This is an optimization exercise on Yosys and OpenROAD, whose aim is small area, a short achievable clock period and few clock cycles per item, not a production implementation. The RTL was checked by simulation tests, not by an equivalence proof against the original design. Power and IR drop assume default switching activity.

// mdb_decode
module mdb_decode (
    input  wire        clk,
    input  wire        rst,             
    input  wire        start,           
    input  wire [7:0]  count,           
    input  wire        start_level,     
    output wire        ready,
    input  wire        pulse_valid,
    input  wire [15:0] pulse_dur,       
    output wire        pulse_ready,
    output reg         done,
    output reg  [3:0]  result,
    output reg  [7:0]  bitlen,
    output reg         found,
    output reg  [7:0]  start_idx,
    output reg  [3:0]  bytelen,
    output reg  [79:0] bytes,           
    output wire        csum_ok,
    output wire [71:0] frame,           
    output wire        frame_valid,
    output reg  [7:0]  stat_maxtimings,
    output reg  [11:0] stat_preamble,
    output reg  [11:0] stat_csumok,
    output reg  [11:0] stat_csumfail,
    output reg         ovf_bit,
    output reg         ovf_byte
);
For scale: about 790 cells after synthesis, roughly 200 flip-flops, roughly 260 I/O pins, ~9000 µm² of cells after synthesis.
==> flow/config.mk <==
export PLATFORM = sky130hd
export DESIGN_NAME = mdb_decode
export DESIGN_NICKNAME = mdb_decode
export VERILOG_FILES = /design/flow/design.v
export SDC_FILE = /design/flow/constraint.sdc
export NUM_CORES = 4
export LEC_CHECK = 0
export CAP_MARGIN = 20
export CORE_MARGIN = 2
export CORE_UTILIZATION = 55
export SETUP_SLACK_MARGIN = 3.5
export SLEW_MARGIN = 20
export SYNTH_HIERARCHICAL = 1
export SYNTH_MINIMUM_KEEP_SIZE = 0
==> flow/constraint.sdc <==
create_clock -name core_clock -period 6.0 [get_ports {clk}]
set_input_delay 1.2000 -clock core_clock [delete_from_list [all_inputs] [get_ports {clk}]]
set_output_delay 1.2000 -clock core_clock [all_outputs]
set_load 0.01 [all_outputs]
standard.sh (not shown) runs the stock make flow with config.mk's settings and CLKGATE_MAP_FILE= SYNTH_SCRIPT=/design/flow/synth_recipe.tcl, a recipe that flattens the netlist after the stock synthesis.
==> flow/flow/run.sh <==
#!/bin/bash
set -uo pipefail
export BUFFER_PORTS_ARGS="-buffer_cell sky130_fd_sc_hd__buf_1"
bash standard.sh finish > standard_flow.log 2>&1
Testbench counts at the start, summed over its fixed seeds: cycles 214,312, items 1,600.
Next try:
--- a/flow/design.v
+++ b/flow/design.v
@@ -40,19 +40,20 @@
     wire accept = start & idle;
     wire take   = pulse_valid & ing;
     wire is_long  = (pulse_dur >= 16'd80);
     wire is_short = (pulse_dur >= 16'd20) & ~is_long;
     reg        ovf;            
     reg        yovf;           
-    reg  [3:0] m;              
-    reg        p;              
+    reg  [3:0] st;
+    wire [3:0] m      = st;
+    wire       p      = st[3];
+    wire [2:0] bitcnt = st[2:0];
     reg        pend;           
-    reg  [2:0] bitcnt;         
     reg  [6:0] acc;            
     reg  [7:0] xacc;           
-    reg        csum;
+    wire       csum;           
     function [4:0] kstep;      
         input [3:0] cm;
         input       b;
         begin
             case ({cm, b})
                 5'b0000_0: kstep = 5'd0;   5'b0000_1: kstep = 5'd1;
@@ -87,15 +88,14 @@
     wire [4:0] kb = kstep(ka[3:0], level);
     wire       found_now = b1 & ~found & ka[4];
     wire [3:0] m_n = (~b1 | found) ? m : (b2 & ~ka[4]) ? kb[3:0] : ka[3:0];
     wire dec_on = found & ~yovf;
     wire d1 = b1 & dec_on;
     wire d2 = b2 & (dec_on | found_now);
-    wire rdy   = ~ovf & ~full & dec_on;
-    wire eS    = rdy & p;                  
-    wire eL    = rdy & (p | ~at199);       
+    wire eS    = dec_on & p;               
+    wire eL    = dec_on;                   
     wire bc7   = (bitcnt == 3'd7);
     wire bl10  = bytelen[3] & bytelen[1];  
     wire bl8   = bytelen[3] & ~bytelen[1] & ~bytelen[0];
     wire ble8  = ~bytelen[3] | (~bytelen[1] & ~bytelen[0]);
     wire e     = (s1 & eS) | (l1 & eL);
     wire gdone = (s1 & eS & bc7) | (l1 & eL & bc7);
@@ -120,40 +120,40 @@
     wire bl9p    = bytelen[3] & (bytelen[1] | bytelen[0]);    
     wire csum_f  = found & ~yovf & bl9p & (xacc == 8'd0);
     wire fail_f  = found & ~yovf & ~csum_f;
     assign csum_ok     = csum;
     assign frame_valid = csum;
     mdb_fgate #(.W(18)) fg0 (.clk(clk), .clr(clr), .fin(fin), .csum_f(csum_f),
-                             .d(bytes[25:8]),  .q(frame[17:0]));
+                             .d(bytes[25:8]),  .q(frame[17:0]), .v(csum));
     mdb_fgate #(.W(18)) fg1 (.clk(clk), .clr(clr), .fin(fin), .csum_f(csum_f),
-                             .d(bytes[43:26]), .q(frame[35:18]));
+                             .d(bytes[43:26]), .q(frame[35:18]), .v());
     mdb_fgate #(.W(18)) fg2 (.clk(clk), .clr(clr), .fin(fin), .csum_f(csum_f),
-                             .d(bytes[61:44]), .q(frame[53:36]));
+                             .d(bytes[61:44]), .q(frame[53:36]), .v());
     mdb_fgate #(.W(18)) fg3 (.clk(clk), .clr(clr), .fin(fin), .csum_f(csum_f),
-                             .d(bytes[79:62]), .q(frame[71:54]));
+                             .d(bytes[79:62]), .q(frame[71:54]), .v());
     integer j;
     always @(posedge clk) begin
         for (j = 0; j < 10; j = j + 1)
             if (bclr | (wbyte & (bytelen == j)))
                 bytes[79 - 8 * j -: 8] <= nbyte_w;
         if (bclr | found_now)
             start_idx <= sidx_w;
         if (bclr | wbyte)
             bytelen <= blen_w;
         if (clr) begin
             bitlen <= 8'd0;
-            m      <= 4'd0;
-            p      <= 1'b0;
-            bitcnt <= 3'd0;
+            st     <= 4'd0;
             xacc   <= 8'd0;
         end else begin
             bitlen <= bitlen_n;
-            m      <= m_n;
-            p      <= p_n;
-            if (e)
-                bitcnt <= bitcnt + 3'd1;
+            if (found)
+                st <= {p_n, e ? bitcnt + 3'd1 : bitcnt};
+            else if (found_now)
+                st <= {b2, 3'd0};
+            else
+                st <= m_n;
             xacc   <= xacc_n;
         end
         ovf_d <= ovf_now;
         if (d1 | d2)
             pend <= level;
         if (e)
@@ -164,16 +164,12 @@
         end else if (take) begin
             lv          <= ~lv;
             pulses_left <= pulses_left - 8'd1;
         end
         s1 <= is_short & take;
         l1 <= is_long & take;
-        if (clr)
-            csum <= 1'b0;
-        else if (fin)
-            csum <= csum_f;
         if (fin)
             result <= {1'b0, found & yovf, ovf | fail_f, ~found};
         if (rst) begin
             idle            <= 1'b1;
             ing             <= 1'b0;
             acc1            <= 1'b0;
@@ -235,15 +231,15 @@
 module mdb_fgate #(parameter W = 18) (
     input  wire         clk,
     input  wire         clr,
     input  wire         fin,
     input  wire         csum_f,
     input  wire [W-1:0] d,
-    output wire [W-1:0] q
+    output wire [W-1:0] q,
+    output reg          v
 );
-    reg v;
     always @(posedge clk) begin
         if (clr)
             v <= 1'b0;
         else if (fin)
             v <= csum_f;
     end
After rerunning:
- The new run completed without violations
- cell area is about the same
- global-route usage rises by 0.31 points
- die area falls by 1.6%
- via count rises by about 1.8%
- flip-flop and latch count falls by 5
- total power rises by about 2%
Testbench counts after the change, summed over its fixed seeds: cycles 214,312, items 1,600.

[static timing again, ports no longer ideal]
Ports are ideal in the flow. The routed layouts listed here were re-timed in OpenROAD. Step 1 assumes that a clkbuf_16 drives the clock port and a buf_2 every other input. Step 2 times the ports against the registers' clock, not the clock port: input delays grow and output delays shrink by t, the midpoint of the rising clock arrivals with the driver on. Three values: ideal ports, drivers, drivers and shift; two values: the first two.
run	t, ns	setup WS [ns]	worst register clock-pin slew, ns	worst data-port slew with drivers (ns)
the first run	0.469	3.566 / 3.522 / 3.404	0.07 / 0.07	0.04
the second run	0.458	3.596 / 3.555 / 3.640	0.07 / 0.07	0.03
After both steps every run listed still meets setup and hold. For the first run, which loses most, drivers alone change the setup slack by -0.044 ns; drivers and shift together by -0.162 ns.
